This design comes from an exercise in tuning for small area, a short achievable clock period and few clock cycles on the open sky130 flow, not from production work.
Function was not checked in any run shown here: the RTL went through the layout flow alone.
Power and IR drop assume default switching activity.

--- flow/config.mk ---
export PLATFORM = sky130hd
export DESIGN_NAME = mav_parser
export DESIGN_NICKNAME = mav_parser
export VERILOG_FILES = /design/flow/design.v
export SDC_FILE = /design/flow/constraint.sdc
export NUM_CORES = 4
export LEC_CHECK = 0
export CAP_MARGIN = 20
export CELL_PAD_IN_SITES_DETAIL_PLACEMENT = 2
export CELL_PAD_IN_SITES_GLOBAL_PLACEMENT = 2
export CORE_MARGIN = 2
export CORE_UTILIZATION = 22
export PLACE_DENSITY = 0.35
export SLEW_MARGIN = 20
--- flow/constraint.sdc ---
create_clock -name core_clock -period 14.0 [get_ports {clk}]
set_input_delay 2.8000 -clock core_clock [delete_from_list [all_inputs] [get_ports {clk}]]
set_output_delay 2.8000 -clock core_clock [all_outputs]
set_load 0.01 [all_outputs]
--- flow/design.v ---
`timescale 1ns/1ps
module mav_parser (
    input  wire        clk,
    input  wire        rst,           
    input  wire        in_we,
    input  wire [6:0]  in_waddr,
    input  wire [31:0] in_wdata,
    input  wire        cat_we,
    input  wire [2:0]  cat_waddr,
    input  wire [49:0] cat_wdata,
    input  wire        cmd_valid,
    input  wire        cmd_stream,    
    input  wire [15:0] cmd_n,
    output wire        busy,
    output reg         done,
    output reg  [7:0]  err,
    output wire [15:0] res_start,
    output wire [15:0] res_end,
    output wire [15:0] consumed,
    output wire [15:0] examined,
    output reg         frm_valid,
    output reg         frm_ver,
    output reg         frm_hassig,
    output reg  [7:0]  frm_len,
    output reg  [7:0]  frm_seq,
    output reg  [7:0]  frm_sysid,
    output reg  [7:0]  frm_compid,
    output reg  [7:0]  frm_incompat,
    output reg  [7:0]  frm_compat,
    output reg  [23:0] frm_msgid,
    output reg  [15:0] frm_cksum,
    input  wire [8:0]  rd_addr,
    output wire [7:0]  rd_data
);
    localparam IN_CAP = 320;
    localparam NCAT   = 8;
    localparam E_NONE      = 8'd0;
    localparam E_NOMARKER  = 8'd6;
    localparam E_SHORT     = 8'd7;
    localparam E_NOTFOUND  = 8'd9;
    localparam E_EXCLUDED  = 8'd10;
    localparam E_BADLEN    = 8'd11;
    localparam E_BADCRC    = 8'd13;
    localparam E_SIGLEN    = 8'd14;
    localparam E_NEEDMORE  = 8'd16;
    localparam E_ILLEGAL   = 8'd17;
    function [15:0] crc_acc;
        input [7:0]  b;
        input [15:0] crc;
        reg   [7:0]  ch;
        begin
            ch = b ^ crc[7:0];
            ch = ch ^ {ch[3:0], 4'b0};
            crc_acc = {8'h00, crc[15:8]} ^ {ch, 8'h00} ^ {5'b0, ch, 3'b0} ^ {12'h000, ch[7:4]};
        end
    endfunction
    function [15:0] crc8;
        input [15:0] s;
        input [63:0] d;
        begin
            crc8[0] = s[0] ^ s[1] ^ s[6] ^ s[8] ^ s[9] ^ s[12] ^ s[13] ^ s[15] ^ d[0] ^ d[1] ^ d[6] ^ d[8] ^ d[9] ^ d[12] ^ d[13] ^ d[15] ^ d[16] ^ d[22] ^ d[29] ^ d[31] ^ d[32] ^ d[36] ^ d[37] ^ d[38] ^ d[42] ^ d[44] ^ d[45] ^ d[52] ^ d[53] ^ d[56] ^ d[60];
            crc8[1] = s[0] ^ s[1] ^ s[2] ^ s[7] ^ s[9] ^ s[10] ^ s[13] ^ s[14] ^ d[0] ^ d[1] ^ d[2] ^ d[7] ^ d[9] ^ d[10] ^ d[13] ^ d[14] ^ d[16] ^ d[17] ^ d[23] ^ d[30] ^ d[32] ^ d[33] ^ d[37] ^ d[38] ^ d[39] ^ d[43] ^ d[45] ^ d[46] ^ d[53] ^ d[54] ^ d[57] ^ d[61];
            crc8[2] = s[0] ^ s[1] ^ s[2] ^ s[3] ^ s[8] ^ s[10] ^ s[11] ^ s[14] ^ s[15] ^ d[0] ^ d[1] ^ d[2] ^ d[3] ^ d[8] ^ d[10] ^ d[11] ^ d[14] ^ d[15] ^ d[17] ^ d[18] ^ d[24] ^ d[31] ^ d[33] ^ d[34] ^ d[38] ^ d[39] ^ d[40] ^ d[44] ^ d[46] ^ d[47] ^ d[54] ^ d[55] ^ d[58] ^ d[62];
            crc8[3] = s[0] ^ s[1] ^ s[2] ^ s[3] ^ s[4] ^ s[9] ^ s[11] ^ s[12] ^ s[15] ^ d[0] ^ d[1] ^ d[2] ^ d[3] ^ d[4] ^ d[9] ^ d[11] ^ d[12] ^ d[15] ^ d[16] ^ d[18] ^ d[19] ^ d[25] ^ d[32] ^ d[34] ^ d[35] ^ d[39] ^ d[40] ^ d[41] ^ d[45] ^ d[47] ^ d[48] ^ d[55] ^ d[56] ^ d[59] ^ d[63];
            crc8[4] = s[0] ^ s[2] ^ s[3] ^ s[4] ^ s[5] ^ s[6] ^ s[8] ^ s[9] ^ s[10] ^ s[15] ^ d[0] ^ d[2] ^ d[3] ^ d[4] ^ d[5] ^ d[6] ^ d[8] ^ d[9] ^ d[10] ^ d[15] ^ d[17] ^ d[19] ^ d[20] ^ d[22] ^ d[26] ^ d[29] ^ d[31] ^ d[32] ^ d[33] ^ d[35] ^ d[37] ^ d[38] ^ d[40] ^ d[41] ^ d[44] ^ d[45] ^ d[46] ^ d[48] ^ d[49] ^ d[52] ^ d[53] ^ d[57];
            crc8[5] = s[0] ^ s[1] ^ s[3] ^ s[4] ^ s[5] ^ s[6] ^ s[7] ^ s[9] ^ s[10] ^ s[11] ^ d[0] ^ d[1] ^ d[3] ^ d[4] ^ d[5] ^ d[6] ^ d[7] ^ d[9] ^ d[10] ^ d[11] ^ d[16] ^ d[18] ^ d[20] ^ d[21] ^ d[23] ^ d[27] ^ d[30] ^ d[32] ^ d[33] ^ d[34] ^ d[36] ^ d[38] ^ d[39] ^ d[41] ^ d[42] ^ d[45] ^ d[46] ^ d[47] ^ d[49] ^ d[50] ^ d[53] ^ d[54] ^ d[58];
            crc8[6] = s[1] ^ s[2] ^ s[4] ^ s[5] ^ s[6] ^ s[7] ^ s[8] ^ s[10] ^ s[11] ^ s[12] ^ d[1] ^ d[2] ^ d[4] ^ d[5] ^ d[6] ^ d[7] ^ d[8] ^ d[10] ^ d[11] ^ d[12] ^ d[17] ^ d[19] ^ d[21] ^ d[22] ^ d[24] ^ d[28] ^ d[31] ^ d[33] ^ d[34] ^ d[35] ^ d[37] ^ d[39] ^ d[40] ^ d[42] ^ d[43] ^ d[46] ^ d[47] ^ d[48] ^ d[50] ^ d[51] ^ d[54] ^ d[55] ^ d[59];
            crc8[7] = s[0] ^ s[2] ^ s[3] ^ s[5] ^ s[6] ^ s[7] ^ s[8] ^ s[9] ^ s[11] ^ s[12] ^ s[13] ^ d[0] ^ d[2] ^ d[3] ^ d[5] ^ d[6] ^ d[7] ^ d[8] ^ d[9] ^ d[11] ^ d[12] ^ d[13] ^ d[18] ^ d[20] ^ d[22] ^ d[23] ^ d[25] ^ d[29] ^ d[32] ^ d[34] ^ d[35] ^ d[36] ^ d[38] ^ d[40] ^ d[41] ^ d[43] ^ d[44] ^ d[47] ^ d[48] ^ d[49] ^ d[51] ^ d[52] ^ d[55] ^ d[56] ^ d[60];
            crc8[8] = s[0] ^ s[1] ^ s[3] ^ s[4] ^ s[6] ^ s[7] ^ s[8] ^ s[9] ^ s[10] ^ s[12] ^ s[13] ^ s[14] ^ d[0] ^ d[1] ^ d[3] ^ d[4] ^ d[6] ^ d[7] ^ d[8] ^ d[9] ^ d[10] ^ d[12] ^ d[13] ^ d[14] ^ d[19] ^ d[21] ^ d[23] ^ d[24] ^ d[26] ^ d[30] ^ d[33] ^ d[35] ^ d[36] ^ d[37] ^ d[39] ^ d[41] ^ d[42] ^ d[44] ^ d[45] ^ d[48] ^ d[49] ^ d[50] ^ d[52] ^ d[53] ^ d[56] ^ d[57] ^ d[61];
            crc8[9] = s[1] ^ s[2] ^ s[4] ^ s[5] ^ s[7] ^ s[8] ^ s[9] ^ s[10] ^ s[11] ^ s[13] ^ s[14] ^ s[15] ^ d[1] ^ d[2] ^ d[4] ^ d[5] ^ d[7] ^ d[8] ^ d[9] ^ d[10] ^ d[11] ^ d[13] ^ d[14] ^ d[15] ^ d[20] ^ d[22] ^ d[24] ^ d[25] ^ d[27] ^ d[31] ^ d[34] ^ d[36] ^ d[37] ^ d[38] ^ d[40] ^ d[42] ^ d[43] ^ d[45] ^ d[46] ^ d[49] ^ d[50] ^ d[51] ^ d[53] ^ d[54] ^ d[57] ^ d[58] ^ d[62];
            crc8[10] = s[2] ^ s[3] ^ s[5] ^ s[6] ^ s[8] ^ s[9] ^ s[10] ^ s[11] ^ s[12] ^ s[14] ^ s[15] ^ d[2] ^ d[3] ^ d[5] ^ d[6] ^ d[8] ^ d[9] ^ d[10] ^ d[11] ^ d[12] ^ d[14] ^ d[15] ^ d[16] ^ d[21] ^ d[23] ^ d[25] ^ d[26] ^ d[28] ^ d[32] ^ d[35] ^ d[37] ^ d[38] ^ d[39] ^ d[41] ^ d[43] ^ d[44] ^ d[46] ^ d[47] ^ d[50] ^ d[51] ^ d[52] ^ d[54] ^ d[55] ^ d[58] ^ d[59] ^ d[63];
            crc8[11] = s[1] ^ s[3] ^ s[4] ^ s[7] ^ s[8] ^ s[10] ^ s[11] ^ d[1] ^ d[3] ^ d[4] ^ d[7] ^ d[8] ^ d[10] ^ d[11] ^ d[17] ^ d[24] ^ d[26] ^ d[27] ^ d[31] ^ d[32] ^ d[33] ^ d[37] ^ d[39] ^ d[40] ^ d[47] ^ d[48] ^ d[51] ^ d[55] ^ d[59];
            crc8[12] = s[2] ^ s[4] ^ s[5] ^ s[8] ^ s[9] ^ s[11] ^ s[12] ^ d[2] ^ d[4] ^ d[5] ^ d[8] ^ d[9] ^ d[11] ^ d[12] ^ d[18] ^ d[25] ^ d[27] ^ d[28] ^ d[32] ^ d[33] ^ d[34] ^ d[38] ^ d[40] ^ d[41] ^ d[48] ^ d[49] ^ d[52] ^ d[56] ^ d[60];
            crc8[13] = s[3] ^ s[5] ^ s[6] ^ s[9] ^ s[10] ^ s[12] ^ s[13] ^ d[3] ^ d[5] ^ d[6] ^ d[9] ^ d[10] ^ d[12] ^ d[13] ^ d[19] ^ d[26] ^ d[28] ^ d[29] ^ d[33] ^ d[34] ^ d[35] ^ d[39] ^ d[41] ^ d[42] ^ d[49] ^ d[50] ^ d[53] ^ d[57] ^ d[61];
            crc8[14] = s[4] ^ s[6] ^ s[7] ^ s[10] ^ s[11] ^ s[13] ^ s[14] ^ d[4] ^ d[6] ^ d[7] ^ d[10] ^ d[11] ^ d[13] ^ d[14] ^ d[20] ^ d[27] ^ d[29] ^ d[30] ^ d[34] ^ d[35] ^ d[36] ^ d[40] ^ d[42] ^ d[43] ^ d[50] ^ d[51] ^ d[54] ^ d[58] ^ d[62];
            crc8[15] = s[0] ^ s[5] ^ s[7] ^ s[8] ^ s[11] ^ s[12] ^ s[14] ^ s[15] ^ d[0] ^ d[5] ^ d[7] ^ d[8] ^ d[11] ^ d[12] ^ d[14] ^ d[15] ^ d[21] ^ d[28] ^ d[30] ^ d[31] ^ d[35] ^ d[36] ^ d[37] ^ d[41] ^ d[43] ^ d[44] ^ d[51] ^ d[52] ^ d[55] ^ d[59] ^ d[63];
        end
    endfunction
    function [15:0] ainv1;
        input [15:0] s;
        begin
            ainv1[0] = s[8] ^ s[13];
            ainv1[1] = s[9] ^ s[14];
            ainv1[2] = s[10] ^ s[15];
            ainv1[3] = s[11];
            ainv1[4] = s[8] ^ s[12] ^ s[13];
            ainv1[5] = s[9] ^ s[13] ^ s[14];
            ainv1[6] = s[10] ^ s[14] ^ s[15];
            ainv1[7] = s[11] ^ s[15];
            ainv1[8] = s[0] ^ s[12];
            ainv1[9] = s[1] ^ s[13];
            ainv1[10] = s[2] ^ s[14];
            ainv1[11] = s[3] ^ s[8] ^ s[13] ^ s[15];
            ainv1[12] = s[4] ^ s[9] ^ s[14];
            ainv1[13] = s[5] ^ s[10] ^ s[15];
            ainv1[14] = s[6] ^ s[11];
            ainv1[15] = s[7] ^ s[12];
        end
    endfunction
    function [15:0] ainv2;
        input [15:0] s;
        begin
            ainv2[0] = s[0] ^ s[5] ^ s[10] ^ s[12] ^ s[15];
            ainv2[1] = s[1] ^ s[6] ^ s[11] ^ s[13];
            ainv2[2] = s[2] ^ s[7] ^ s[12] ^ s[14];
            ainv2[3] = s[3] ^ s[8] ^ s[13] ^ s[15];
            ainv2[4] = s[0] ^ s[4] ^ s[5] ^ s[9] ^ s[10] ^ s[12] ^ s[14] ^ s[15];
            ainv2[5] = s[1] ^ s[5] ^ s[6] ^ s[10] ^ s[11] ^ s[13] ^ s[15];
            ainv2[6] = s[2] ^ s[6] ^ s[7] ^ s[11] ^ s[12] ^ s[14];
            ainv2[7] = s[3] ^ s[7] ^ s[8] ^ s[12] ^ s[13] ^ s[15];
            ainv2[8] = s[4] ^ s[8] ^ s[9] ^ s[13] ^ s[14];
            ainv2[9] = s[5] ^ s[9] ^ s[10] ^ s[14] ^ s[15];
            ainv2[10] = s[6] ^ s[10] ^ s[11] ^ s[15];
            ainv2[11] = s[0] ^ s[5] ^ s[7] ^ s[10] ^ s[11] ^ s[15];
            ainv2[12] = s[1] ^ s[6] ^ s[8] ^ s[11] ^ s[12];
            ainv2[13] = s[2] ^ s[7] ^ s[9] ^ s[12] ^ s[13];
            ainv2[14] = s[3] ^ s[8] ^ s[10] ^ s[13] ^ s[14];
            ainv2[15] = s[4] ^ s[9] ^ s[11] ^ s[14] ^ s[15];
        end
    endfunction
    function [15:0] ainv4;
        input [15:0] s;
        begin
            ainv4[0] = s[0] ^ s[4] ^ s[6] ^ s[8] ^ s[9] ^ s[10] ^ s[13] ^ s[14];
            ainv4[1] = s[0] ^ s[1] ^ s[5] ^ s[7] ^ s[9] ^ s[10] ^ s[11] ^ s[14] ^ s[15];
            ainv4[2] = s[1] ^ s[2] ^ s[6] ^ s[8] ^ s[10] ^ s[11] ^ s[12] ^ s[15];
            ainv4[3] = s[2] ^ s[3] ^ s[7] ^ s[9] ^ s[11] ^ s[12] ^ s[13];
            ainv4[4] = s[3] ^ s[6] ^ s[9] ^ s[12];
            ainv4[5] = s[0] ^ s[4] ^ s[7] ^ s[10] ^ s[13];
            ainv4[6] = s[0] ^ s[1] ^ s[5] ^ s[8] ^ s[11] ^ s[14];
            ainv4[7] = s[1] ^ s[2] ^ s[6] ^ s[9] ^ s[12] ^ s[15];
            ainv4[8] = s[0] ^ s[2] ^ s[3] ^ s[7] ^ s[10] ^ s[13];
            ainv4[9] = s[1] ^ s[3] ^ s[4] ^ s[8] ^ s[11] ^ s[14];
            ainv4[10] = s[0] ^ s[2] ^ s[4] ^ s[5] ^ s[9] ^ s[12] ^ s[15];
            ainv4[11] = s[1] ^ s[3] ^ s[4] ^ s[5] ^ s[8] ^ s[9] ^ s[14];
            ainv4[12] = s[0] ^ s[2] ^ s[4] ^ s[5] ^ s[6] ^ s[9] ^ s[10] ^ s[15];
            ainv4[13] = s[1] ^ s[3] ^ s[5] ^ s[6] ^ s[7] ^ s[10] ^ s[11];
            ainv4[14] = s[2] ^ s[4] ^ s[6] ^ s[7] ^ s[8] ^ s[11] ^ s[12];
            ainv4[15] = s[3] ^ s[5] ^ s[7] ^ s[8] ^ s[9] ^ s[12] ^ s[13];
        end
    endfunction
    localparam [15:0] CRC_INIT0 = 16'h3078;
    reg [8*IN_CAP-1:0] mv;
    genvar gw;
    generate
        for (gw = 0; gw < IN_CAP / 4; gw = gw + 1) begin : g_word
            always @(posedge clk)
                if (in_we && in_waddr == gw)
                    mv[32*gw +: 32] <= in_wdata;
        end
    endgenerate
    wire [511:0] bankv [0:7];
    genvar gb, gr;
    generate
        for (gb = 0; gb < 8; gb = gb + 1) begin : g_bank
            for (gr = 0; gr < 64; gr = gr + 1) begin : g_row
                if (gr < IN_CAP / 8)
                    assign bankv[gb][8*gr +: 8] = mv[8*(8*gr+gb) +: 8];
                else
                    assign bankv[gb][8*gr +: 8] = 8'h00;
            end
        end
    endgenerate
    reg        cat_used [0:NCAT-1];
    reg        cat_incl [0:NCAT-1];
    reg [23:0] cat_id   [0:NCAT-1];
    reg [7:0]  cat_crcx [0:NCAT-1];
    reg [7:0]  cat_base [0:NCAT-1];
    reg [7:0]  cat_max  [0:NCAT-1];
    integer c;
    always @(posedge clk) begin
        if (rst) begin
            for (c = 0; c < NCAT; c = c + 1)
                cat_used[c] <= 1'b0;
        end else if (cat_we) begin
            cat_used[cat_waddr] <= cat_wdata[49];
        end
    end
    always @(posedge clk) begin
        if (cat_we) begin
            cat_incl[cat_waddr] <= cat_wdata[48];
            cat_id[cat_waddr]   <= cat_wdata[47:24];
            cat_crcx[cat_waddr] <= cat_wdata[23:16];
            cat_base[cat_waddr] <= cat_wdata[15:8];
            cat_max[cat_waddr]  <= cat_wdata[7:0];
        end
    end
    localparam S_IDLE = 2'd0;
    localparam S_SCAN = 2'd1;    
    localparam S_BODY = 2'd2;    
    localparam S_FIN  = 2'd3;    
    reg [1:0]  state;
    reg        stream;
    reg [8:0]  n;
    reg [8:0]  pa;         
    reg [8:0]  cand;       
    reg [8:0]  rem;        
    reg        idok;       
    reg [15:0] crc;
    reg [8:0]  r_start, r_end, r_cons, r_exam;
    assign busy      = (state != S_IDLE);
    assign res_start = {7'd0, r_start};
    assign res_end   = {7'd0, r_end};
    assign consumed  = {7'd0, r_cons};
    assign examined  = {7'd0, r_exam};
    wire [8:0]  rd_base  = r_start + (frm_ver ? 9'd10 : 9'd6);
    wire        rd_pay   = !rd_addr[8] && frm_valid && (rd_addr[7:0] < frm_len);
    wire        rd_sig   = rd_addr[8] && (rd_addr[7:0] < 8'd13) && frm_valid && frm_hassig;
    wire [8:0]  rd_idx   = rd_addr[8] ? (r_end - 9'd13 + {5'd0, rd_addr[3:0]})
                                      : (rd_base + {1'b0, rd_addr[7:0]});
    wire [8:0]  p   = busy ? pa : rd_idx;
    wire [5:0]  p_q = p[8:3];
    wire [2:0]  p_s = p[2:0];
    wire [5:0]  p_q1 = p_q + 6'd1;
    wire [63:0] bank_out;
    genvar gk;
    generate
        for (gk = 0; gk < 8; gk = gk + 1) begin : g_rd
            wire [5:0] row = (gk >= p_s) ? p_q : p_q1;
            assign bank_out[8*gk +: 8] = bankv[gk][8*row +: 8];
        end
    endgenerate
    wire [127:0] bank_out2 = {bank_out, bank_out};
    wire [63:0]  win_rd    = bank_out2[8*p_s +: 64];    
    assign rd_data = (rd_pay || rd_sig) ? win_rd[7:0] : 8'h00;
    wire        acc    = (state == S_IDLE);
    wire [63:0] W      = acc ? mv[63:0] : win_rd;
    wire [8:0]  P      = acc ? 9'd0 : pa;
    wire [8:0]  N      = acc ? cmd_n[8:0] : n;
    wire        STR    = acc ? cmd_stream : stream;
    wire [7:0]  lastr  = acc ? 8'd0 : err;
    function [7:0] wb;
        input [63:0] w;
        input integer j;
        begin
            wb = w[8*j +: 8];
        end
    endfunction
    reg  [7:0] mk;
    integer j;
    always @(*) begin
        for (j = 0; j < 8; j = j + 1)
            mk[j] = (W[8*j+2 +: 6] == 6'h3F) && (W[8*j] ^ W[8*j+1])
                    && ({1'b0, P} + j < {1'b0, N});
    end
    reg [2:0] mk_first;
    always @(*) begin
        mk_first = 3'd0;
        for (j = 7; j >= 1; j = j - 1)
            if (mk[j]) mk_first = j[2:0];
    end
    wire        h_v2    = W[0];                       
    wire [7:0]  h_len   = W[15:8];
    wire [9:0]  h_avail = {1'b0, N} - {1'b0, P};
    wire [8:0]  h_tot   = (h_v2 ? 9'd10 : 9'd6) + {1'b0, h_len};    
    wire        h_short = (h_avail < (h_v2 ? 10'd12 : 10'd8)) || (h_avail < {1'b0, h_tot} + 10'd2);
    reg  [63:0] h_data;
    always @(*) begin
        for (j = 0; j < 8; j = j + 1)
            h_data[8*j +: 8] = (j != 0 && j < h_tot) ? W[8*j +: 8] : 8'h00;
    end
    wire [15:0] h_crc = crc8(CRC_INIT0, h_data);
    reg  [63:0] b_data;
    always @(*) begin
        for (j = 0; j < 8; j = j + 1)
            b_data[8*j +: 8] = (j < rem) ? W[8*j +: 8] : 8'h00;
    end
    wire [15:0] b_crc = crc8(crc, b_data);
    reg        lk_hit;
    reg [2:0]  lk_ent;
    integer    e;
    always @(*) begin
        lk_hit = 1'b0;
        lk_ent = 3'd0;
        for (e = NCAT - 1; e >= 0; e = e - 1)
            if (cat_used[e] && cat_id[e] == frm_msgid) begin
                lk_hit = 1'b1;
                lk_ent = e[2:0];
            end
    end
    wire [7:0] lk_limit = frm_ver ? cat_max[lk_ent] : cat_base[lk_ent];
    wire       lk_fail  = !lk_hit || !cat_incl[lk_ent] || (frm_len > lk_limit);
    wire [7:0] lk_reason = !lk_hit ? E_NOTFOUND : !cat_incl[lk_ent] ? E_EXCLUDED : E_BADLEN;
    wire [8:0]  f_tot = (frm_ver ? 9'd10 : 9'd6) + {1'b0, frm_len};
    wire [2:0]  f_q   = 3'd0 - f_tot[2:0];
    wire [15:0] f_s1  = f_q[0] ? ainv1(crc)  : crc;
    wire [15:0] f_s2  = f_q[1] ? ainv2(f_s1) : f_s1;
    wire [15:0] f_s4  = f_q[2] ? ainv4(f_s2) : f_s2;
    wire [15:0] f_exp = crc_acc(cat_crcx[lk_ent], f_s4);
    wire [15:0] f_ck  = W[15:0];
    wire        f_crcbad = (f_exp != f_ck);
    wire        f_signed = frm_ver && frm_incompat[0];
    wire [8:0]  f_end0   = pa + 9'd2;
    wire        f_sigshort = f_signed && ({1'b0, n} < {1'b0, f_end0} + 10'd13);
    task clear_frame;
        begin
            frm_valid    <= 1'b0;
            frm_ver      <= 1'b0;
            frm_hassig   <= 1'b0;
            frm_len      <= 8'd0;
            frm_seq      <= 8'd0;
            frm_sysid    <= 8'd0;
            frm_compid   <= 8'd0;
            frm_incompat <= 8'd0;
            frm_compat   <= 8'd0;
            frm_msgid    <= 24'd0;
            frm_cksum    <= 16'd0;
        end
    endtask
    task fail_cand;
        input [7:0] r;
        begin
            err   <= r;
            pa    <= cand + 9'd1;
            state <= S_SCAN;
        end
    endtask
    always @(posedge clk) begin
        if (rst) begin
            state        <= S_IDLE;
            done         <= 1'b0;
            err          <= 8'd0;
            r_start      <= 9'd0;
            r_end        <= 9'd0;
            r_cons       <= 9'd0;
            r_exam       <= 9'd0;
            clear_frame;
        end else begin
            done <= 1'b0;
            if (acc && cmd_valid && cmd_n > IN_CAP) begin
                err  <= E_ILLEGAL;
                done <= 1'b1;
            end else if ((acc && cmd_valid) || state == S_SCAN) begin
                if (acc) begin
                    stream <= cmd_stream;
                    n      <= cmd_n[8:0];
                end
                if (mk[0]) begin
                    cand <= P;
                    if (h_short) begin
                        if (STR) begin
                            r_cons <= P;
                            r_exam <= N;
                            err    <= E_NEEDMORE;
                            done   <= 1'b1;
                            state  <= S_IDLE;
                            clear_frame;
                        end else begin
                            err   <= E_SHORT;
                            pa    <= P + 9'd1;
                            state <= S_SCAN;
                        end
                    end else begin
                        err     <= lastr;
                        frm_ver <= h_v2;
                        frm_len <= h_len;
                        crc     <= h_crc;
                        idok    <= !h_v2;
                        if (h_v2) begin
                            frm_incompat    <= wb(W, 2);
                            frm_compat      <= wb(W, 3);
                            frm_seq         <= wb(W, 4);
                            frm_sysid       <= wb(W, 5);
                            frm_compid      <= wb(W, 6);
                            frm_msgid[7:0]  <= wb(W, 7);
                        end else begin
                            frm_incompat    <= 8'd0;
                            frm_compat      <= 8'd0;
                            frm_seq         <= wb(W, 2);
                            frm_sysid       <= wb(W, 3);
                            frm_compid      <= wb(W, 4);
                            frm_msgid       <= {16'd0, wb(W, 5)};
                        end
                        if (h_tot <= 9'd8) begin
                            pa    <= P + h_tot;
                            state <= S_FIN;
                        end else begin
                            pa    <= P + 9'd8;
                            rem   <= h_tot - 9'd8;
                            state <= S_BODY;
                        end
                    end
                end else if (mk[7:1] != 7'd0) begin
                    err   <= lastr;
                    pa    <= P + {6'd0, mk_first};
                    state <= S_SCAN;
                end else if ({1'b0, P} + 10'd8 >= {1'b0, N}) begin
                    if (STR) begin
                        r_cons <= N;
                        r_exam <= N;
                    end
                    err   <= (lastr != 8'd0) ? lastr : E_NOMARKER;
                    done  <= 1'b1;
                    state <= S_IDLE;
                    clear_frame;
                end else begin
                    err   <= lastr;
                    pa    <= P + 9'd8;
                    state <= S_SCAN;
                end
            end else if (state == S_BODY) begin
                if (idok && lk_fail) begin
                    fail_cand(lk_reason);
                end else begin
                    if (!idok) begin
                        frm_msgid[15:8]  <= wb(W, 0);
                        frm_msgid[23:16] <= wb(W, 1);
                        idok <= 1'b1;
                    end
                    crc <= b_crc;
                    if (rem <= 9'd8) begin
                        pa    <= pa + rem;
                        state <= S_FIN;
                    end else begin
                        pa    <= pa + 9'd8;
                        rem   <= rem - 9'd8;
                    end
                end
            end else if (state == S_FIN) begin
                if (lk_fail) begin
                    fail_cand(lk_reason);
                end else if (f_crcbad) begin
                    fail_cand(E_BADCRC);
                end else if (f_sigshort) begin
                    if (stream) begin
                        r_cons <= cand;
                        r_exam <= n;
                        err    <= E_NEEDMORE;
                        done   <= 1'b1;
                        state  <= S_IDLE;
                        clear_frame;
                    end else begin
                        fail_cand(E_SIGLEN);
                    end
                end else begin
                    frm_valid  <= 1'b1;
                    frm_hassig <= f_signed;
                    frm_cksum  <= f_ck;
                    r_start    <= cand;
                    r_end      <= f_signed ? f_end0 + 9'd13 : f_end0;
                    if (stream) begin
                        r_cons <= f_signed ? f_end0 + 9'd13 : f_end0;
                        r_exam <= f_signed ? f_end0 + 9'd13 : f_end0;
                    end
                    err   <= E_NONE;
                    done  <= 1'b1;
                    state <= S_IDLE;
                end
            end
        end
    end
endmodule
--- flow/run.sh ---
#!/bin/bash
# synth_recipe.tcl (not shown) runs the flow's synth.tcl, then flattens the netlist and writes it again
# the make line also repeats each setting of config.mk as NAME=value (left out here)
make -C /OpenROAD-flow-scripts/flow DESIGN_CONFIG=/design/flow/config.mk WORK_HOME=/design/flow/orfs CLKGATE_MAP_FILE= SYNTH_SCRIPT=/design/flow/synth_recipe.tcl finish
==> impl_results.md, run 1 <==
* Outcome: finished clean
* Min-delay src: frm_cksum[9]
* Sw Share at roughly two fifths
* Maxcap violations at 0
* Post-Syn Area at around 0.15 mm2
* Pint at 23.79 mW
* CP required at approximately 11 ns
* Synth Instances at ~11k
* Clk pwr share at a little over a quarter
* Most used cell, CP: buf_4
* Ys Warns at 1
* # rows at 303
* Clk pin slew, worst setup/hold paths at 0.06 ns
* Tcrit/Tclk final at a little under 100%
* Total gr overflow at 0
* Critical path class: in -> out
* Dominant synthesized flop cell: edfxtp_1
* Hold WC Path Type: reg -> reg
* Post-synth cell types at 130
* Post-route ant nets at 0
* Worst R2R End: crc[9]
* Inserted Clock Buffers at 400
* Count of final max-slew check failures at 0
* R2R setup slack at 2.19 ns
* # IOs at 296
* CP Launch Type: input pin
* Core ar. at 0.6805 mm2
* Power per cell area at roughly 200 mW/mm2
* Commonest non-fill, non-tap cell in the layout: edfxtp_1
* DRC Markers at 0
* CTS tree: yes
* Area of the multi-input gates at approximately 0.055 mm2
* HPWL Detailed at around 620,000 um
* Fin nets at 13.18k
* Vias in the first global route at 116.4k
* Minimum clock period at 13.81 ns
* CTS max path bufs at 4
* Largest net degree at the start of global routing at between 80 and 90
* Fillers at 71.59k
* Routed vias at 107.8k
* Clk Latency, worst-skew pair at 1.06 ns
* Proportion of layout cells with a drive suffix above 1 at 24.66%
* Starting density of the core at 22.06%
* Die Width at 830.0 um
* RSZ-0062 raised after global routing: false
* Die area at 0.6889 mm2
* Area added between synthesis and finish at 27.63%
* Final Setup Violations at 0
* Final hold violations at 0
* GRT Util Overall at 23.99%
* DR WL/cell at 38.25 um
* Critical path's slowest cell: clkdlybuf4s50_1
* Hold Path Cell Cnt at 2
* Initial drt markers at 7,873
* Sequential Power Share at a little over a quarter
* Crit. End Element: primary output
* VDD IR max at 0.1411 mV
* IO Port Bufs at 267
* Avg Cell Area, Syn at ~14 um2
* Peak Freq at 0.07240 GHz
* Leak at between 60 and 70 nW
* Dpl cells at 21.46k
* CTS root buffer: clkbuf_16
* Cells on worst reg2reg path at 41
* Most frequent cells in the layout: edfxtp_1, buf_4, nand2_1
* Seq/Total Area, Yosys at 62.13%
* EDFF count, synth at 3,014
* Routability cong. at 0.8636
* Slew HR at 14.65%
* Antenna violations before repair at 87
* WHS Endpoint: frm_cksum[9]
* Hold-fix buffers at CTS at 0
* Critical R2R Launch: frm_ver
* Final core utilization at roughly 28%
* Critical Path AT at between 10 and 15 ns
* Chip height at 830.0 um
* Final Skew at 0.09207 ns
* DR vias/cell at 4.852
* Drt pass-1 iters at 5
* Reg area at 0.09327 mm2
* Comb power frac at 46.0%
* Slew @ Worst Pin at 1.267 ns
* CP peak stage delay at 0.63 ns
* H-tree levels at 5
* Share of synthesized registers carrying an async set or reset at 0%
* Wirelength, routed at approximately 850,000 um
* Switching Power at 14.93 mW
* Non-filler cells in the finished layout at approximately 22k
* Worst-path maximum fanout at 8
* First-pass GRT wire length at 1,128,000 um
* Sink Count at 3,152
* #FFs+latches synth at 3,152
[worst max-delay path by stage]
| stage | start | endpoint | depth (start not counted) |
|---|---|---|---|
| 6_report | rd_addr[2] | rd_data[2] | 30 |
| 5_1_grt | rd_addr[2] | rd_data[2] | 30 |
| 2_1_floorplan | rd_addr[3] | r_exam[6] | 52 |
| 3_3_place_gp | rd_addr[3] | crc[9] | 38 |
| 3_5_place_dp | rd_addr[3] | crc[9] | 42 |
| 4_1_cts | rd_addr[2] | rd_data[2] | 30 |
[Yosys cell counts (30+ instances only)]
cell type / instances / area [um2]
edfxtp_1: 3014 / 90510
nand2_1: 1228 / 4609
xnor2_1: 731 / 6402
nor2_1: 583 / 2188
mux2i_1: 573 / 5736
a21oi_1: 403 / 2017
nand3_1: 364 / 1822
mux4_2: 350 / 7883
clkbuf_1: 308 / 1156
o21ai_0: 265 / 1326
xor2_1: 262 / 2295
buf_2: 185 / 925.9
ha_1: 177 / 2215
nor3_1: 139 / 695.7
dfxtp_1: 138 / 2763
nand4_1: 132 / 825.8
a211oi_1: 130 / 975.9
inv_1: 114 / 427.9
nand2b_1: 104 / 650.6
buf_4: 98 / 735.7
and3_1: 97 / 606.8
a31oi_1: 92 / 575.6
o211ai_1: 89 / 668.1
mux2_2: 86 / 968.4
nor4_1: 79 / 494.2
o22ai_1: 71 / 444.2
a221oi_1: 64 / 560.5
buf_1: 56 / 210.2
a22oi_1: 52 / 390.4
a21o_1: 50 / 375.4
nor2b_1: 49 / 306.5
o31ai_1: 45 / 337.8
and2_1: 41 / 256.5
a311oi_1: 36 / 315.3
o21ai_1: 34 / 170.2
or3_1: 34 / 212.7
xnor3_1: 31 / 698.2
o2111ai_1: 30 / 262.8
[worst max-delay path: cells and delay by family]
family,cells,cell delay (ns)
xor gates and xnor gates,1,0.26
muxes,2,0.72
adders and majority gates,2,0.90
and+or+nand+nor,4,1.23
buffers and inverters,15,3.62
AOI/OAI and AO/OA,6,1.39
[metrics by stage]
stage / TNS [ns] / instance area (um2) / hold WS [ns] / setup slack, ns / total power, mW
floorplan: 0 / 150200 / 0.4788 / 0.3388 / 19.35
global route: 0 / 191500 / 0.4934 / 0.01821 / 40.30
detailed placement: -52.13 / 178700 / 0.4561 / -0.6141 / 28.71
global placement: -165.95 / 178500 / 0.4572 / -1.154 / 28.65
CTS: 0 / 191500 / 0.4694 / 0.02439 / 39.28
finish: 0 / 191600 / 0.4573 / 0.1875 / 38.72
[layout make-up]
class | instances | share of cell area (%)
clock buffers | 499 | 5.466
well taps | 8997 | 5.876
inverters | 126 | 0.2547
clock inverters | 228 | 1.199
diodes | 22 | 0.02874
repair buffers | 2149 | 9.938
flip-flops and latches | 3152 | 48.69
multi-input cells | 7038 | 28.55
[per-layer routing]
layer | vias up | part of all wire (%) | routed length [um] | GRT usage, %
li1 | 45770 | - | - | -
met1 | 59130 | 46 | 387300 | 32.71
met2 | 2155 | 49 | 414200 | 41.42
met3 | 702 | 3.2 | 26970 | 2.203
met4 | 10 | 2.5 | 21140 | 5.140
met5 | - | 0.0065 | 55 | 0
[timing repair]
action	CTS	global route
buffers inserted	2	0
setup endpoints to repair	1	16
gates resized for setup	1	9
pin swaps	1	0
[registers in the layout, summed over array words and instances, names as in the netlist, 16 cells and up]
register / cells
frm_msgid: 24
cat_id: 192
cat_base: 64
cat_crcx: 64
frm_cksum: 16
mv: 2560
crc: 16
cat_max: 64
[power groups by stage]
stage	registers, mW	logic [mW]	clock network (mW)
after CTS	10.6	18.0	10.7
final	10.6	17.8	10.3
after floorplan	10.7	8.62	0
after global routing	10.6	18.8	10.9
after detailed placement	10.8	17.9	0
after global placement	10.8	17.9	0
[cells by family after synthesis]
group / count (synthesis) / share of synthesized area (%)
DFF: 3152 / 62.13
and+or+nand+nor: 2997 / 9.282
AOI/OAI and AO/OA: 1766 / 8.146
xor gates and xnor gates: 1047 / 6.553
muxes: 1013 / 9.766
buffers and inverters: 799 / 2.525
adders and majority gates: 186 / 1.589
other: 2 / 0.005003
==> run 2, diff against run 1 <==
--- a/flow/design.v
+++ b/flow/design.v
@@ -19,16 +19,16 @@
     output wire [15:0] consumed,
     output wire [15:0] examined,
     output reg         frm_valid,
-    output reg         frm_ver,
-    output reg         frm_hassig,
-    output reg  [7:0]  frm_len,
-    output reg  [7:0]  frm_seq,
-    output reg  [7:0]  frm_sysid,
-    output reg  [7:0]  frm_compid,
-    output reg  [7:0]  frm_incompat,
-    output reg  [7:0]  frm_compat,
-    output reg  [23:0] frm_msgid,
-    output reg  [15:0] frm_cksum,
+    output wire        frm_ver,
+    output wire        frm_hassig,
+    output wire [7:0]  frm_len,
+    output wire [7:0]  frm_seq,
+    output wire [7:0]  frm_sysid,
+    output wire [7:0]  frm_compid,
+    output wire [7:0]  frm_incompat,
+    output wire [7:0]  frm_compat,
+    output wire [23:0] frm_msgid,
+    output wire [15:0] frm_cksum,
     input  wire [8:0]  rd_addr,
     output wire [7:0]  rd_data
 );
@@ -198,32 +198,50 @@
     reg        idok;       
     reg [15:0] crc;
     reg [8:0]  r_start, r_end, r_cons, r_exam;
-    assign busy      = (state != S_IDLE);
-    assign res_start = {7'd0, r_start};
-    assign res_end   = {7'd0, r_end};
-    assign consumed  = {7'd0, r_cons};
-    assign examined  = {7'd0, r_exam};
-    wire [8:0]  rd_base  = r_start + (frm_ver ? 9'd10 : 9'd6);
-    wire        rd_pay   = !rd_addr[8] && frm_valid && (rd_addr[7:0] < frm_len);
-    wire        rd_sig   = rd_addr[8] && (rd_addr[7:0] < 8'd13) && frm_valid && frm_hassig;
-    wire [8:0]  rd_idx   = rd_addr[8] ? (r_end - 9'd13 + {5'd0, rd_addr[3:0]})
-                                      : (rd_base + {1'b0, rd_addr[7:0]});
-    wire [8:0]  p   = busy ? pa : rd_idx;
-    wire [5:0]  p_q = p[8:3];
-    wire [2:0]  p_s = p[2:0];
-    wire [5:0]  p_q1 = p_q + 6'd1;
+    reg        f_ver, f_sig;
+    reg [7:0]  f_len, f_seq, f_sys, f_comp, f_inc, f_cmp;
+    reg [23:0] f_id;
+    reg [15:0] f_ck;
+    assign busy         = (state != S_IDLE);
+    assign res_start    = {7'd0, r_start};
+    assign res_end      = {7'd0, r_end};
+    assign consumed     = {7'd0, r_cons};
+    assign examined     = {7'd0, r_exam};
+    assign frm_ver      = frm_valid & f_ver;
+    assign frm_hassig   = frm_valid & f_sig;
+    assign frm_len      = {8{frm_valid}} & f_len;
+    assign frm_seq      = {8{frm_valid}} & f_seq;
+    assign frm_sysid    = {8{frm_valid}} & f_sys;
+    assign frm_compid   = {8{frm_valid}} & f_comp;
+    assign frm_incompat = {8{frm_valid}} & f_inc;
+    assign frm_compat   = {8{frm_valid}} & f_cmp;
+    assign frm_msgid    = {24{frm_valid}} & f_id;
+    assign frm_cksum    = {16{frm_valid}} & f_ck;
+    wire [8:0]  pb       = r_start + (f_ver ? 9'd10 : 9'd6);
+    wire [8:0]  sb       = r_end - 9'd13;
+    wire        rd_pay   = !rd_addr[8] && frm_valid && (rd_addr[7:0] < f_len);
+    wire        rd_sig   = rd_addr[8] && (rd_addr[7:0] < 8'd13) && frm_valid && f_sig;
+    wire [4:0]  rd_aq    = rd_addr[8] ? {4'd0, rd_addr[3]} : rd_addr[7:3];
+    wire [2:0]  rd_sel   = (rd_addr[8] ? sb[2:0] : pb[2:0]) + rd_addr[2:0];
     wire [63:0] bank_out;
     genvar gk;
     generate
         for (gk = 0; gk < 8; gk = gk + 1) begin : g_rd
-            wire [5:0] row = (gk >= p_s) ? p_q : p_q1;
+            wire [5:0] kw  = (gk >= pa[2:0]) ? pa[8:3] : pa[8:3] + 6'd1;
+            wire [5:0] kp  = (gk >= pb[2:0]) ? pb[8:3] : pb[8:3] + 6'd1;
+            wire [5:0] ks  = (gk >= sb[2:0]) ? sb[8:3] : sb[8:3] + 6'd1;
+            wire [5:0] kr  = (rd_addr[8] ? ks : kp) + {1'b0, rd_aq};
+            wire [5:0] row = busy ? kw : kr;
             assign bank_out[8*gk +: 8] = bankv[gk][8*row +: 8];
         end
     endgenerate
     wire [127:0] bank_out2 = {bank_out, bank_out};
-    wire [63:0]  win_rd    = bank_out2[8*p_s +: 64];    
-    assign rd_data = (rd_pay || rd_sig) ? win_rd[7:0] : 8'h00;
+    wire [63:0]  win_rd    = bank_out2[8*pa[2:0] +: 64];    
+    wire [7:0]   rd_byte   = bank_out[8*rd_sel +: 8];
+    assign rd_data = (rd_pay || rd_sig) ? rd_byte : 8'h00;
     wire        acc    = (state == S_IDLE);
+    wire        legal  = (cmd_n <= IN_CAP);
+    wire        first  = (acc && cmd_valid && legal) || (state == S_SCAN);
     wire [63:0] W      = acc ? mv[63:0] : win_rd;
     wire [8:0]  P      = acc ? 9'd0 : pa;
     wire [8:0]  N      = acc ? cmd_n[8:0] : n;
@@ -236,12 +254,12 @@
             wb = w[8*j +: 8];
         end
     endfunction
+    wire [9:0] h_avail = {1'b0, N} - {1'b0, P};
     reg  [7:0] mk;
     integer j;
     always @(*) begin
         for (j = 0; j < 8; j = j + 1)
-            mk[j] = (W[8*j+2 +: 6] == 6'h3F) && (W[8*j] ^ W[8*j+1])
-                    && ({1'b0, P} + j < {1'b0, N});
+            mk[j] = (W[8*j+2 +: 6] == 6'h3F) && (W[8*j] ^ W[8*j+1]) && (h_avail > j);
     end
     reg [2:0] mk_first;
     always @(*) begin
@@ -251,21 +269,20 @@
     end
     wire        h_v2    = W[0];                       
     wire [7:0]  h_len   = W[15:8];
-    wire [9:0]  h_avail = {1'b0, N} - {1'b0, P};
     wire [8:0]  h_tot   = (h_v2 ? 9'd10 : 9'd6) + {1'b0, h_len};    
-    wire        h_short = (h_avail < (h_v2 ? 10'd12 : 10'd8)) || (h_avail < {1'b0, h_tot} + 10'd2);
+    wire [9:0]  h_room  = h_avail - (h_v2 ? 10'd12 : 10'd8);
+    wire        h_short = h_room[9] || ({2'b0, h_len} > h_room);
     reg  [63:0] h_data;
     always @(*) begin
         for (j = 0; j < 8; j = j + 1)
             h_data[8*j +: 8] = (j != 0 && j < h_tot) ? W[8*j +: 8] : 8'h00;
     end
-    wire [15:0] h_crc = crc8(CRC_INIT0, h_data);
     reg  [63:0] b_data;
     always @(*) begin
         for (j = 0; j < 8; j = j + 1)
             b_data[8*j +: 8] = (j < rem) ? W[8*j +: 8] : 8'h00;
     end
-    wire [15:0] b_crc = crc8(crc, b_data);
+    wire [15:0] c_next = crc8(first ? CRC_INIT0 : crc, first ? h_data : b_data);
     reg        lk_hit;
     reg [2:0]  lk_ent;
     integer    e;
@@ -273,40 +290,66 @@
         lk_hit = 1'b0;
         lk_ent = 3'd0;
         for (e = NCAT - 1; e >= 0; e = e - 1)
-            if (cat_used[e] && cat_id[e] == frm_msgid) begin
+            if (cat_used[e] && cat_id[e] == f_id) begin
                 lk_hit = 1'b1;
                 lk_ent = e[2:0];
             end
     end
-    wire [7:0] lk_limit = frm_ver ? cat_max[lk_ent] : cat_base[lk_ent];
-    wire       lk_fail  = !lk_hit || !cat_incl[lk_ent] || (frm_len > lk_limit);
-    wire [7:0] lk_reason = !lk_hit ? E_NOTFOUND : !cat_incl[lk_ent] ? E_EXCLUDED : E_BADLEN;
-    wire [8:0]  f_tot = (frm_ver ? 9'd10 : 9'd6) + {1'b0, frm_len};
+    wire [7:0] lk_limit = f_ver ? cat_max[lk_ent] : cat_base[lk_ent];
+    reg        lkv, lkr_fail;
+    reg [7:0]  lkr_reason, lkr_crcx;
+    always @(posedge clk) begin
+        lkr_fail   <= !lk_hit || !cat_incl[lk_ent] || (f_len > lk_limit);
+        lkr_reason <= !lk_hit ? E_NOTFOUND : !cat_incl[lk_ent] ? E_EXCLUDED : E_BADLEN;
+        lkr_crcx   <= cat_crcx[lk_ent];
+    end
+    wire [8:0]  f_tot = (f_ver ? 9'd10 : 9'd6) + {1'b0, f_len};
     wire [2:0]  f_q   = 3'd0 - f_tot[2:0];
     wire [15:0] f_s1  = f_q[0] ? ainv1(crc)  : crc;
     wire [15:0] f_s2  = f_q[1] ? ainv2(f_s1) : f_s1;
     wire [15:0] f_s4  = f_q[2] ? ainv4(f_s2) : f_s2;
-    wire [15:0] f_exp = crc_acc(cat_crcx[lk_ent], f_s4);
-    wire [15:0] f_ck  = W[15:0];
-    wire        f_crcbad = (f_exp != f_ck);
-    wire        f_signed = frm_ver && frm_incompat[0];
-    wire [8:0]  f_end0   = pa + 9'd2;
+    wire [15:0] f_exp = crc_acc(lkr_crcx, f_s4);
+    wire        f_crcbad   = (f_exp != W[15:0]);
+    wire        f_signed   = f_ver && f_inc[0];
+    wire [8:0]  f_end0     = pa + 9'd2;
     wire        f_sigshort = f_signed && ({1'b0, n} < {1'b0, f_end0} + 10'd13);
-    task clear_frame;
-        begin
-            frm_valid    <= 1'b0;
-            frm_ver      <= 1'b0;
-            frm_hassig   <= 1'b0;
-            frm_len      <= 8'd0;
-            frm_seq      <= 8'd0;
-            frm_sysid    <= 8'd0;
-            frm_compid   <= 8'd0;
-            frm_incompat <= 8'd0;
-            frm_compat   <= 8'd0;
-            frm_msgid    <= 24'd0;
-            frm_cksum    <= 16'd0;
+    wire [8:0]  f_end      = f_signed ? f_end0 + 9'd13 : f_end0;
+    always @(posedge clk) begin
+        if (first) begin
+            crc  <= c_next;
+            idok <= !h_v2;
+            lkv  <= 1'b0;
+            f_ver <= h_v2;
+            f_len <= h_len;
+            if (h_v2) begin
+                f_inc      <= wb(W, 2);
+                f_cmp      <= wb(W, 3);
+                f_seq      <= wb(W, 4);
+                f_sys      <= wb(W, 5);
+                f_comp     <= wb(W, 6);
+                f_id[7:0]  <= wb(W, 7);
+            end else begin
+                f_inc      <= 8'd0;
+                f_cmp      <= 8'd0;
+                f_seq      <= wb(W, 2);
+                f_sys      <= wb(W, 3);
+                f_comp     <= wb(W, 4);
+                f_id[7:0]  <= wb(W, 5);
+            end
         end
-    endtask
+        if (first || (state == S_BODY && !idok))
+            f_id[23:8] <= first ? 16'd0 : W[15:0];
+        if (state == S_BODY) begin
+            crc  <= c_next;
+            idok <= 1'b1;
+            lkv  <= idok;
+        end
+        if (state == S_FIN) begin
+            lkv   <= idok;
+            f_ck  <= W[15:0];
+            f_sig <= f_signed;
+        end
+    end
     task fail_cand;
         input [7:0] r;
         begin
@@ -317,23 +360,24 @@
     endtask
     always @(posedge clk) begin
         if (rst) begin
-            state        <= S_IDLE;
-            done         <= 1'b0;
-            err          <= 8'd0;
-            r_start      <= 9'd0;
-            r_end        <= 9'd0;
-            r_cons       <= 9'd0;
-            r_exam       <= 9'd0;
-            clear_frame;
+            state     <= S_IDLE;
+            done      <= 1'b0;
+            err       <= 8'd0;
+            r_start   <= 9'd0;
+            r_end     <= 9'd0;
+            r_cons    <= 9'd0;
+            r_exam    <= 9'd0;
+            frm_valid <= 1'b0;
         end else begin
             done <= 1'b0;
-            if (acc && cmd_valid && cmd_n > IN_CAP) begin
+            if (acc && cmd_valid && !legal) begin
                 err  <= E_ILLEGAL;
                 done <= 1'b1;
-            end else if ((acc && cmd_valid) || state == S_SCAN) begin
+            end else if (first) begin
                 if (acc) begin
-                    stream <= cmd_stream;
-                    n      <= cmd_n[8:0];
+                    stream    <= cmd_stream;
+                    n         <= cmd_n[8:0];
+                    frm_valid <= 1'b0;
                 end
                 if (mk[0]) begin
                     cand <= P;
@@ -344,33 +388,13 @@
                             err    <= E_NEEDMORE;
                             done   <= 1'b1;
                             state  <= S_IDLE;
-                            clear_frame;
                         end else begin
                             err   <= E_SHORT;
                             pa    <= P + 9'd1;
                             state <= S_SCAN;
                         end
                     end else begin
-                        err     <= lastr;
-                        frm_ver <= h_v2;
-                        frm_len <= h_len;
-                        crc     <= h_crc;
-                        idok    <= !h_v2;
-                        if (h_v2) begin
-                            frm_incompat    <= wb(W, 2);
-                            frm_compat      <= wb(W, 3);
-                            frm_seq         <= wb(W, 4);
-                            frm_sysid       <= wb(W, 5);
-                            frm_compid      <= wb(W, 6);
-                            frm_msgid[7:0]  <= wb(W, 7);
-                        end else begin
-                            frm_incompat    <= 8'd0;
-                            frm_compat      <= 8'd0;
-                            frm_seq         <= wb(W, 2);
-                            frm_sysid       <= wb(W, 3);
-                            frm_compid      <= wb(W, 4);
-                            frm_msgid       <= {16'd0, wb(W, 5)};
-                        end
+                        err <= lastr;
                         if (h_tot <= 9'd8) begin
                             pa    <= P + h_tot;
                             state <= S_FIN;
@@ -384,7 +408,7 @@
                     err   <= lastr;
                     pa    <= P + {6'd0, mk_first};
                     state <= S_SCAN;
-                end else if ({1'b0, P} + 10'd8 >= {1'b0, N}) begin
+                end else if (h_avail <= 10'd8) begin
                     if (STR) begin
                         r_cons <= N;
                         r_exam <= N;
@@ -392,33 +416,25 @@
                     err   <= (lastr != 8'd0) ? lastr : E_NOMARKER;
                     done  <= 1'b1;
                     state <= S_IDLE;
-                    clear_frame;
                 end else begin
                     err   <= lastr;
                     pa    <= P + 9'd8;
                     state <= S_SCAN;
                 end
             end else if (state == S_BODY) begin
-                if (idok && lk_fail) begin
-                    fail_cand(lk_reason);
+                if (lkv && lkr_fail) begin
+                    fail_cand(lkr_reason);
+                end else if (rem <= 9'd8) begin
+                    pa    <= pa + rem;
+                    state <= S_FIN;
                 end else begin
-                    if (!idok) begin
-                        frm_msgid[15:8]  <= wb(W, 0);
-                        frm_msgid[23:16] <= wb(W, 1);
-                        idok <= 1'b1;
-                    end
-                    crc <= b_crc;
-                    if (rem <= 9'd8) begin
-                        pa    <= pa + rem;
-                        state <= S_FIN;
-                    end else begin
-                        pa    <= pa + 9'd8;
-                        rem   <= rem - 9'd8;
-                    end
+                    pa    <= pa + 9'd8;
+                    rem   <= rem - 9'd8;
                 end
             end else if (state == S_FIN) begin
-                if (lk_fail) begin
-                    fail_cand(lk_reason);
+                if (!lkv) begin
+                end else if (lkr_fail) begin
+                    fail_cand(lkr_reason);
                 end else if (f_crcbad) begin
                     fail_cand(E_BADCRC);
                 end else if (f_sigshort) begin
@@ -428,19 +444,16 @@
                         err    <= E_NEEDMORE;
                         done   <= 1'b1;
                         state  <= S_IDLE;
-                        clear_frame;
                     end else begin
                         fail_cand(E_SIGLEN);
                     end
                 end else begin
-                    frm_valid  <= 1'b1;
-                    frm_hassig <= f_signed;
-                    frm_cksum  <= f_ck;
-                    r_start    <= cand;
-                    r_end      <= f_signed ? f_end0 + 9'd13 : f_end0;
+                    frm_valid <= 1'b1;
+                    r_start   <= cand;
+                    r_end     <= f_end;
                     if (stream) begin
-                        r_cons <= f_signed ? f_end0 + 9'd13 : f_end0;
-                        r_exam <= f_signed ? f_end0 + 9'd13 : f_end0;
+                        r_cons <= f_end;
+                        r_exam <= f_end;
                     end
                     err   <= E_NONE;
                     done  <= 1'b1;
--- a/flow/config.mk
+++ b/flow/config.mk
@@ -9,6 +9,7 @@
 export CELL_PAD_IN_SITES_DETAIL_PLACEMENT = 2
 export CELL_PAD_IN_SITES_GLOBAL_PLACEMENT = 2
 export CORE_MARGIN = 2
-export CORE_UTILIZATION = 22
-export PLACE_DENSITY = 0.35
+export CORE_UTILIZATION = 55
+export PLACE_DENSITY = 0.65
+export SETUP_SLACK_MARGIN = 5
 export SLEW_MARGIN = 20
==> impl_results.md, run 2 <==
* IO Port Bufs at about 270
* Routability cong. at 0.9923
* HPWL Detailed at 516,600 um
* Ys Warns at 1
* Post-Syn Area at 0.1471 mm2
* Most frequent cells after synthesis: edfxtp_1, nand2_1, nand3_1
* Err: [ERROR DPL-0033] detailed placement checks failed during check placement.
* Share of synthesized registers carrying an async set or reset at 0%
* Starting density of the core at 55.40%
* Post-synth cell types at 128
* Synth top area share at around 63%
* Synth Instances at approximately 11k
* Seq/Total Area, Yosys at 64.17%
* Die Width at 521.2 um
* Outcome: did not finish
* EDFF count, synth at about 3.1k
* #FFs+latches synth at around 3.2k
* Avg Cell Area, Syn at 13.37 um2
* Stage reached: detailed placement (3_5_place_dp)
* Chip height at between 500 and 600 um
* Dominant synthesized flop cell: edfxtp_1
* Area leader, netlist: edfxtp_1
* Top area cells in the synthesized netlist: edfxtp_1, nand2_1, mux4_2, xnor2_1, mux2i_1
* Most common cell in the netlist: edfxtp_1
* # rows at 189
* # IOs at about 300
[run 2: cell types whose count changed after synthesis, sizes merged, moves of 71 or more]
cell    before   now
a311oi      37   116
and2        46   157
mux4       350   218
o21ai      309   238
nand3      364   553
nand2     1239  1600
dfxtp      138    60
xnor2      745   461
mux2i      577   380
edfxtp    3014  3104
nor2       591   496
a211oi     134   252
[run 2: logic make-up after synthesis]
group                    count (synthesis)  synth area share (%)
buffers and inverters                  862                 2.740
flip-flops                            3164                 64.17
AO/OA/AOI/OAI                         1799                 8.696
other                                    1              0.002549
AND/OR/NAND/NOR                       3499                 10.90
adder cells (fa/ha/maj)                161                 1.439
XOR/XNOR                               843                 5.517
multiplexers                           674                 6.534
[run 2: stage by stage]
step                    worst slack (ns)  hold slack, ns  total power, mW
after floorplan                    3.926          0.4707            12.82
after global placement            0.5490          0.4516            14.15
[run 2: worst min path at each step]
stage                   end  cells after the start  slack [ns]
floorplan              idok                      2        0.47
global placement  r_exam[2]                      2        0.45
[run 2: power groups by stage]
| stage | Combinational, mW | Sequential [mW] | Clock, mW |
|---|---|---|---|
| 2_1_floorplan | 2.12 | 10.7 | 0 |
| 3_3_place_gp | 3.45 | 10.7 | 0 |
==> run 3, diff against run 2 <==
==> flow/config.mk (replaced) <==
export PLATFORM = sky130hd
export DESIGN_NAME = mav_parser
export DESIGN_NICKNAME = mav_parser
export VERILOG_FILES = /design/flow/design.v
export SDC_FILE = /design/flow/constraint.sdc
export NUM_CORES = 4
export LEC_CHECK = 0
export CAP_MARGIN = 20
export CELL_PAD_IN_SITES_DETAIL_PLACEMENT = 1
export CELL_PAD_IN_SITES_GLOBAL_PLACEMENT = 1
export CORE_MARGIN = 2
export CORE_UTILIZATION = 45
export PLACE_DENSITY = 0.55
export SETUP_SLACK_MARGIN = 5
export SLEW_MARGIN = 20
==> impl_results.md, run 3 <==
* Commonest non-fill, non-tap cell in the layout: edfxtp_1
* CTS max path bufs at 4
* Area leader, netlist: edfxtp_1
* Post-route ant nets at 0
* CP required at 11.20 ns
* Fillers at 31.57k
* Critical Path AT at 7.45 ns
* Worst-path maximum fanout at 14
* IO Port Bufs at ~270
* Synth Instances at 11.00k
* Ys Warns at 1
* Routed vias at ~110k
* Routability cong. at 0.9884
* Initial drt markers at 13.32k
* DR vias/cell at 6.416
* Sink Count at 3,164
* DRC Markers at 0
* DR WL/cell at between 30 and 40 um
* Tcrit/Tclk final at between 70% and 80%
* Top area cells in the synthesized netlist: edfxtp_1, nand2_1, mux4_2, xnor2_1, mux2i_1
* GRT Util Overall at a little over a third
* Chip height at 575.8 um
* CTS root buffer: clkbuf_16
* First-pass GRT wire length at 840,000 um
* Final hold violations at 0
* Total gr overflow at 0
* CTS tree: yes
* Area added between synthesis and finish at 21.13%
* HPWL Detailed at 380,500 um
* Power per cell area at 136.1 mW/mm2
* Vias in the first global route at 105.3k
* Setup tns final at 0 ns
* #FFs+latches synth at approximately 3.2k
* Die Width at between 500 and 600 um
* Proportion of layout cells with a drive suffix above 1 at between 20% and 30%
* H-tree levels at 5
* Final Skew at 0.09296 ns
* Drt pass-1 iters at 6
* Largest net degree at the start of global routing at 101
* Slew HR at 13.33%
* Post-synth cell types at 128
* Clk pin slew, worst setup/hold paths at 0.06 ns
* VDD IR max at 0.1369 mV
* Hold WC Path Type: reg -> reg
* Most frequent cells in the layout: edfxtp_1, nand2_1, buf_4
* Antenna violations before repair at 36
* Inserted Clock Buffers at between 300 and 400
* Most frequent cells after synthesis: edfxtp_1, nand2_1, nand3_1
* Starting density of the core at 45.30%
* Largest Register: mv
* Slew @ Worst Pin at 1.292 ns
* Dominant synthesized flop cell: edfxtp_1
* Avg Cell Area, Syn at between 10 and 15 um2
* Fin nets at 12.22k
* Post-Syn Area at 0.1471 mm2
* Wirelength, routed at 613,000 um
* Critical path class: in -> out
* # IOs at 296
* Core ar. at ~0.32 mm2
* Synth top area share at 63.35%
* # rows at 209
* Largest register FFs at around 2.6k
* Clk Latency, worst-skew pair at 0.97 ns
* Met3 wire len at 58,030 um
* Leak at about 60 nW
* Count of final max-slew check failures at 0
* Outcome: finished clean
* Met2 wire len at 274,900 um
* Peak Freq at 0.09758 GHz
* Hold Worst Slack at 0.4702 ns
* CP Launch Type: input pin
* Die area at 0.3315 mm2
* Share of synthesized registers carrying an async set or reset at 0%
* RSZ-0062 raised after global routing: true
* Top Registers: mv x2560, cat_id x192
* Maxcap violations at 0
* Seq/Total Area, Yosys at 64.17%
* Crit. End Element: primary output
* Wl on met1 at around 250,000 um
* Final Setup Violations at 0
* Hold-fix buffers at CTS at 0
* EDFF count, synth at between 3k and 4k
* Topmost layer with routed signal wires: met5
* Minimum clock period at 10.25 ns
* Most common cell in the netlist: edfxtp_1
[run 3: cell families after synthesis]
| group | count (synthesis) | synth area share (%) |
|---|---|---|
| and+or+nand+nor | 3499 | 10.90 |
| DFF | 3164 | 64.17 |
| AOI/OAI and AO/OA | 1799 | 8.696 |
| buffers and inverters | 862 | 2.740 |
| xor gates and xnor gates | 843 | 5.517 |
| muxes | 674 | 6.534 |
| adders and majority gates | 161 | 1.439 |
| other | 1 | 0.002549 |
[run 3: layout make-up]
type                            count  area, um2  share of cell area (%)
Tap cell                         4325       5411                   3.037
Sequential cell                  3164      94420                   52.98
Inverter                          143      575.6                  0.3230
Timing Repair Buffer             1251      12250                   6.871
Multi-Input combinational cell   7028      54550                   30.61
Clock inverter                    191       1876                   1.052
Clock buffer                      429       9084                   5.097
Antenna cell                       20      50.05                 0.02808
[run 3: path summary, 6_finish.rpt]
kind / start / to / slack (ns) / cells past startpoint
setup / recovery: rd_addr[8] / rd_data[1] / 3.75 / 19
hold / removal: r_exam[6] / r_exam[6] / 0.47 / 2
setup reg to reg: pa[1] / crc[10] / 4.14 / 32
hold reg to reg: r_exam[6] / r_exam[6] / 0.47 / 2
[run 3: per-stage QoR]
stage	util, %	setup slack [ns]	total power, mW	instance area [um2]	instances
after floorplan	-	3.926	12.82	148200	11030
after global placement	48.56	0.5934	14.32	157700	15460
after detailed placement	48.58	0.9666	14.39	157800	15460
after CTS	53.92	3.760	23.99	175100	16380
after global routing	54.86	3.804	24.81	178200	16540
final	54.87	3.752	24.25	178200	16550
[run 3: layer usage]
layer  track usage, %  vias up
met4            13.24       10
met1            50.69    55860
met5                0        -
met3            6.635     1143
li1                 -    43680
met2            55.54     5500
[run 3: report_power, final]
group / total, mW / switching, mW / internal (mW)
sequential: 10.5 / 0.0293 / 10.5
combinational: 4.68 / 2.91 / 1.78
clock: 9.06 / 3.95 / 5.11
total: 24.3 / 6.89 / 17.4
[run 3: timing repair]
action,in CTS,in global routing
endpoints found under the setup margin,129,99
pin swaps,167,206
resized for setup,705,331
cloned,46,13
setup buffers,252,139
[run 3: critical path: stages]
cell and delay, ns:
buf_16 0.14, bufbuf_16 0.31, nor2_1 0.06, a21oi_2 0.22, ha_4 0.26, a21o_1 0.24
or2_4 0.31, a221oi_4 0.29, buf_12 0.16, buf_6 0.15, buf_16 0.18, a211oi_1 0.07
a311oi_1 0.29, nor3_1 0.10, o41a_4 0.57, mux4_2 0.58, a211oi_4 0.36, buf_6 0.18
buf_6 0.10
==> run 4, diff against run 3 <==
--- a/flow/config.mk
+++ b/flow/config.mk
@@ -9,7 +9,8 @@
 export CELL_PAD_IN_SITES_DETAIL_PLACEMENT = 1
 export CELL_PAD_IN_SITES_GLOBAL_PLACEMENT = 1
 export CORE_MARGIN = 2
-export CORE_UTILIZATION = 45
-export PLACE_DENSITY = 0.55
-export SETUP_SLACK_MARGIN = 5
+export CORE_UTILIZATION = 40
+export CTS_CLUSTER_DIAMETER = 60
+export CTS_CLUSTER_SIZE = 30
+export PLACE_DENSITY = 0.5
 export SLEW_MARGIN = 20
==> impl_results.md, run 4 <==
* Outcome: finished clean
* Commonest non-fill, non-tap cell in the layout: edfxtp_1
* Chip height at 610.5 um
* Critical Path AT at 10.44 ns
* Routed vias at 100.4k
* Most frequent cells after synthesis: edfxtp_1, nand2_1, nand3_1
* Wirelength, routed at 595,500 um
* Peak Freq at 0.07552 GHz
* HPWL Detailed at 391,500 um
* Antenna violations before repair at 32
* Seq/Total Area, Yosys at 64.17%
* Starting density of the core at roughly two fifths
* Critical R2R Launch: r_start[2]
* CP required at 11.20 ns
* # IOs at 296
* Most frequent cells in the layout: edfxtp_1, nand2_1, nand3_1
* Leak at 56.90 nW
* Core ar. at between 0.3 and 0.4 mm2
* Count of final max-slew check failures at 0
* Post-route ant nets at 0
* Avg Cell Area, Syn at about 13 um2
* Share of synthesized registers carrying an async set or reset at 0%
* Setup tns final at 0 ns
* Inserted Clock Buffers at slightly below 300
* Initial drt markers at between 10k and 15k
* Fin nets at 11.65k
* Slew @ Worst Pin at 1.175 ns
* DR vias/cell at 6.103
* Resized Gates After CTS at 0
* Slew HR at 19.44%
* # rows at 222
* Hold-fix buffers at CTS at 0
* #FFs+latches synth at roughly 3.2k
* Routability cong. at 0.9538
* Largest net degree at the start of global routing at 93
* Synth Instances at 11.00k
* H-tree levels at 5
* EDFF count, synth at between 3k and 4k
* Vias in the first global route at 100.1k
* CTS root buffer: clkbuf_16
* Die area at 0.3727 mm2
* Clk Latency, worst-skew pair at about 0.97 ns
* Top Registers: mv x2560, cat_id x192
* Cells on worst reg2reg path at 36
* Dpl cells at 15.89k
* VDD IR max at 0.1153 mV
* Largest register FFs at 2,560
* Post-Syn Area at 0.1471 mm2
* R2R setup slack at 1.34 ns
* CP Launch Type: flop
* Final hold violations at 0
* Area leader, netlist: edfxtp_1
* Sink Count at 3,164
* Proportion of layout cells with a drive suffix above 1 at 14.02%
* Crit path to: rd_data[0]
* Largest Register: mv
* Top area cells in the synthesized netlist: edfxtp_1, nand2_1, mux4_2, xnor2_1, mux2i_1
* Ys Warns at 1
* Hold WC Path Type: reg -> reg
* RSZ-0062 raised after global routing: false
* Post-synth cell types at between 100 and 150
* DR WL/cell at around 36 um
* DRC Markers at 0
* Die Width at 610.5 um
* Maxcap violations at 0
* Worst Setup SP: r_start[2]
* Worst R2R End: crc[4]
* Crit. End Element: primary output
* Final Skew at 0.09642 ns
* Power per cell area at 137.4 mW/mm2
* Synth top area share at between 60% and 70%
* IO Port Bufs at approximately 270
* Drt pass-1 iters at 6
* Minimum clock period at 13.24 ns
* Most common cell in the netlist: edfxtp_1
* Critical path class: reg -> out
* Non-filler cells in the finished layout at around 16k
* GRT Util Overall at 31.37%
* Clk pin slew, worst setup/hold paths at around 0.06 ns
* Total gr overflow at 0
* CTS max path bufs at 4
* CTS tree: yes
* Area added between synthesis and finish at 14.27%
* First-pass GRT wire length at 823,500 um
* Post-CTS setup buffers at 0
* Final Setup Violations at 0
* Tcrit/Tclk final at 94.59%
* Dominant synthesized flop cell: edfxtp_1
* Worst-path maximum fanout at 13
==> run 4: cell counts after synthesis <==
No cell type changed its count.
==> run 4: through the flow <==
step	power (mW)	area (um2)	hold WS, ns	util (%)	setup WS, ns
finish	23.10	168100	0.4619	45.96	0.7581
global route	23.77	168100	0.4854	45.95	0.5351
CTS	23.23	168000	0.4663	45.93	0.9500
detailed placement	14.37	157300	0.4579	43.01	0.5941
global placement	14.33	157300	0.4526	43.00	0.6140
floorplan	12.74	147200	0.4707	-	2.344
==> run 4: per-layer routing <==
layer,track usage [%],vias up,share of wire [%]
li1,-,42460,-
met2,49.62,3620,46
met4,9.852,0,3.7
met5,0,-,0
met3,4.060,781,6.3
met1,44.93,53490,44
==> run 4: report_power, final <==
part	internal (mW)	switching, mW	total, mW
Clock	4.62	4.29	8.91
Sequential	10.5	0.0284	10.5
Combinational	1.19	2.50	3.69
==> run 4: layout make-up <==
type,instances,area [um2]
fill,36520,197700
multi-input combinational,7004,49920
timing repair buffer,761,6494
inverter,143,548.0
tap,4816,6026
clock inverter,229,3042
antenna,12,30.03
clock buffer,315,7647
sequential,3164,94420
==> run 4: cell families after synthesis <==
logic type	Yosys count	synth area share [%]
xor gates and xnor gates	843	5.517
other	1	0.002549
buffers and inverters	862	2.740
and+or+nand+nor	3499	10.90
AOI/OAI and AO/OA	1799	8.696
adders and majority gates	161	1.439
muxes	674	6.534
DFF	3164	64.17
==> run 4: worst min-delay path by stage <==
stage | startpoint | endpoint | slack, ns | depth (start not counted)
after floorplan | idok | idok | 0.47 | 2
after global placement | r_exam[6] | r_exam[6] | 0.45 | 2
after detailed placement | r_exam[8] | r_exam[8] | 0.46 | 2
after CTS | r_exam[8] | r_exam[8] | 0.47 | 2
after global routing | r_exam[3] | r_exam[3] | 0.49 | 2
final | r_exam[8] | r_exam[8] | 0.46 | 2
==> run 4: worst max-delay path, cell delays in order (launching register included) <==
cell and delay, ns:
dfxtp_1 0.65, ha_1 0.41, a211oi_2 0.41, nor2_1 0.14
xnor2_1 0.15, buf_4 0.20, inv_1 0.25, ha_1 0.52
or3b_2 0.63, nor2_1 0.16, xor2_1 0.08, o21ai_0 0.34
ha_1 0.33, and3_1 0.16, nor3_1 0.54, or2_2 0.54
nand2_1 0.41, a21oi_2 0.82, mux2i_1 0.51, mux4_2 0.55
nor2b_1 0.14, a211oi_1 0.76, buf_4 0.26, clkdlybuf4s50_1 0.56

## separate check: timing with driven ports
In the flow no input, the clock included, has a driving cell. The finished layouts below were timed again as built, in two steps.
Step 1, drivers: a clkbuf_16 drives clk and a buf_2 each remaining input, both assumed.
Step 2 moves the port delays by t, midway between the first and last clock arrival at a register: inputs arrive t later, outputs are due t later. That takes back most of the time a late clock gives input paths.
a / b / c = ideal / step 1 / step 2; a / b = the first two.
run | t, ns | setup slack, ns | worst hold slack (ns) | slew at the worst register clock pin (ns)
run 1 | 1.139 | 0.188 / 0.156 / -0.586 | 0.457 / 0.457 / 0.457 | 0.07 / 0.07
run 3 | 1.044 | 3.752 / 3.312 / 2.600 | 0.470 / 0.470 / 0.470 | 0.08 / 0.08
run 4 | 1.036 | 0.758 / 0.645 / 0.296 | 0.462 / 0.462 / 0.462 | 0.09 / 0.09
Met with ideal ports but missed after step 2: setup timing in run 1. For run 3, which loses most, drivers alone change the setup slack by -0.440 ns; drivers and shift together by -1.152 ns.
